This is an optimization exercise on Yosys and OpenROAD, whose aim is small area, a short achievable clock period and few clock cycles, not a production implementation.
In this exercise RTL edits were held to simulation tests only and were not proved equivalent to the original.
Power is estimated from default activity; no workload was simulated.

Design scc, start of the top module:
module scc (
    input  wire        clk,
    input  wire        rst,           
    input  wire        cmd_valid,
    input  wire [7:0]  cmd,
    output reg         ready,
    input  wire        ofs_we,
    input  wire [31:0] ofs_wdata,
    output reg  [31:0] ofs,
    output wire [31:0] msf,           
    output reg  [31:0] edc,
    output wire [31:0] status,
    output reg         mem_en,
    output reg         mem_we,
    output reg  [11:0] mem_addr,
    output reg  [7:0]  mem_wdata,
    input  wire [7:0]  mem_rdata
);
    function [7:0] gf_mul2;             
        input [7:0] x;
        gf_mul2 = {x[6:0], 1'b0} ^ (x[7] ? 8'h1D : 8'h00);
    endfunction
    function [7:0] gf_mul;              
        input [7:0] a;
        input [7:0] b;
        integer i;
        reg [7:0] p, t;
        begin
            p = 8'h00;
            t = a;
            for (i = 0; i < 8; i = i + 1) begin
                if (b[i]) p = p ^ t;
                t = gf_mul2(t);
            end
            gf_mul = p;
        end
    endfunction
    function [31:0] edc_lut;            
        input [7:0] idx;
        integer i;
        reg [31:0] r;
        begin
            r = {24'd0, idx};
            for (i = 0; i < 8; i = i + 1)
                r = r[0] ? ((r >> 1) ^ 32'hD8018001) : (r >> 1);
            edc_lut = r;
        end
    endfunction
    function [7:0] bcd7;                
        input [6:0] n;
        begin
            case (n)
            7'd0: bcd7 = 8'h00;
            7'd1: bcd7 = 8'h01;
            7'd2: bcd7 = 8'h02;
            7'd3: bcd7 = 8'h03;
            7'd4: bcd7 = 8'h04;
            7'd5: bcd7 = 8'h05;
            7'd6: bcd7 = 8'h06;
            7'd7: bcd7 = 8'h07;
            7'd8: bcd7 = 8'h08;
            7'd9: bcd7 = 8'h09;
            7'd10: bcd7 = 8'h10;
            7'd11: bcd7 = 8'h11;
            7'd12: bcd7 = 8'h12;
            7'd13: bcd7 = 8'h13;
            7'd14: bcd7 = 8'h14;
            7'd15: bcd7 = 8'h15;
            7'd16: bcd7 = 8'h16;
            7'd17: bcd7 = 8'h17;
  ...
clock: 27.0 ns
lec_check: 0
cap_margin: 20
core_margin: 2
core_utilization: 40
place_density: 0.75
slew_margin: 20
standard.sh (not shown) runs the stock make flow with config.mk's settings and CLKGATE_MAP_FILE= SYNTH_SCRIPT=/design/flow/synth_recipe.tcl, a recipe that flattens the netlist after the stock synthesis.
==> flow/flow/run.sh <==
#!/bin/bash
# The standard layout (standard.sh) with these changes:
# - port buffers are buf_1 cells instead of the default delay buffers;
# - the clock tree uses larger sink clusters and no dummy loads;
# - the timing repair aims for a period well below the clock's (a setup
#   margin), may size cells to other footprints, and repairs the worst
#   endpoint only.
# ORFS writes each step's full log under orfs/logs; make's own output goes to
# flow_make.log here.
set -o pipefail
bash standard.sh SETUP_SLACK_MARGIN=${SCC_SETUP_MARGIN:-20.5} MATCH_CELL_FOOTPRINT=0 \
    TNS_END_PERCENT=0 "BUFFER_PORTS_ARGS=-buffer_cell sky130_fd_sc_hd__buf_1" \
    "CTS_ARGS=-sink_clustering_enable -repair_clock_nets -sink_clustering_size 24 -sink_clustering_max_diameter 100 -dont_use_dummy_load" \
    finish > flow_make.log 2>&1
The starting point went through all stages and came out clean.
Testbench counts at the start, summed over its fixed seeds: cycles 406,049.
Then changed:
--- a/flow/flow/run.sh
+++ b/flow/flow/run.sh
@@ -6,3 +6,3 @@
 #   margin), may size cells to other footprints, and repairs the worst
-#   endpoint only.
+#   quarter of the failing endpoints.
 # ORFS writes each step's full log under orfs/logs; make's own output goes to
@@ -11,3 +11,3 @@
 bash standard.sh SETUP_SLACK_MARGIN=${SCC_SETUP_MARGIN:-20.5} MATCH_CELL_FOOTPRINT=0 \
-    TNS_END_PERCENT=0 "BUFFER_PORTS_ARGS=-buffer_cell sky130_fd_sc_hd__buf_1" \
+    TNS_END_PERCENT=25 "BUFFER_PORTS_ARGS=-buffer_cell sky130_fd_sc_hd__buf_1" \
     "CTS_ARGS=-sink_clustering_enable -repair_clock_nets -sink_clustering_size 24 -sink_clustering_max_diameter 100 -dont_use_dummy_load" \
After rerunning:
- The changed run finished clean
- power stays flat
- global-route usage hardly moves
- worst hold slack barely changes
- combinational power hardly moves
- cell count is unchanged
- sequential share of layout area stays flat
- area after synthesis is unchanged
- register-to-register slack improves by 40 ps
Then changed:
==> flow/flow/run.sh (replaced) <==
#!/bin/bash
# The standard layout (standard.sh) with these changes:
# - port buffers are buf_1 cells instead of the default delay buffers;
# - the clock tree uses larger sink clusters and no dummy loads;
# - the timing repair aims for a period well below the clock's (a setup
#   margin), may size cells to other footprints, and repairs the worst
#   endpoint only.
# ORFS writes each step's full log under orfs/logs; make's own output goes to
# flow_make.log here.
set -o pipefail
bash standard.sh SETUP_SLACK_MARGIN=${SCC_SETUP_MARGIN:-20.5} MATCH_CELL_FOOTPRINT=0 \
    TNS_END_PERCENT=0 "BUFFER_PORTS_ARGS=-buffer_cell sky130_fd_sc_hd__buf_1" \
    "CTS_ARGS=-sink_clustering_enable -repair_clock_nets -sink_clustering_size 24 -sink_clustering_max_diameter 100 -dont_use_dummy_load -sink_clustering_levels 1" \
    finish > flow_make.log 2>&1
Register-to-register slack is worse by 40 ps. Sequential share of layout area hardly moves. Utilization decreases by 0.11 points. Design area is about the same.
Then changed:
--- a/flow/flow/run.sh
+++ b/flow/flow/run.sh
@@ -12,3 +12,3 @@
     TNS_END_PERCENT=0 "BUFFER_PORTS_ARGS=-buffer_cell sky130_fd_sc_hd__buf_1" \
-    "CTS_ARGS=-sink_clustering_enable -repair_clock_nets -sink_clustering_size 24 -sink_clustering_max_diameter 100 -dont_use_dummy_load -sink_clustering_levels 1" \
+    "CTS_ARGS=-sink_clustering_enable -repair_clock_nets -sink_clustering_size 24 -sink_clustering_max_diameter 100 -dont_use_dummy_load -no_insertion_delay" \
     finish > flow_make.log 2>&1
The new run completed with no timing, DRC or antenna violations.
Maximum frequency stays the same.
Power stays the same.
Worst setup slack does not change.
Register-to-register slack hardly moves.
Combinational power is about the same.
Cell area is unchanged.
Count of clock-buffer cells in the layout stays the same.

[what the ideal ports hide]
How much do the figures lean on ideal ports? The routed layouts below were timed once more, with nothing changed but the port constraints.
Step 1 (the two cells are an assumption about what drives the block):
set clk [get_ports {clk}]
set_driving_cell -lib_cell sky130_fd_sc_hd__clkbuf_16 $clk
set_driving_cell -lib_cell sky130_fd_sc_hd__buf_2 [delete_from_list [all_inputs] $clk]
Step 2, shift: input delay + t, output delay - t, t = (earliest + latest rising clock arrival at the registers) / 2. This alone moves slack from input paths to output paths.
Slacks: no drivers / after step 1 / after step 2; pairs: no drivers / after step 1.
run	t, ns	slack for setup (ns)	worst data-port slew with drivers (ns)
the first run	0.542	20.442 / 20.391 / 20.512	0.04
the second run	0.544	20.472 / 20.421 / 20.502	0.04
the third run	0.542	20.442 / 20.391 / 20.512	0.04
the fourth run	0.542	20.442 / 20.391 / 20.512	0.04
After both steps setup and hold are still met in every run listed.
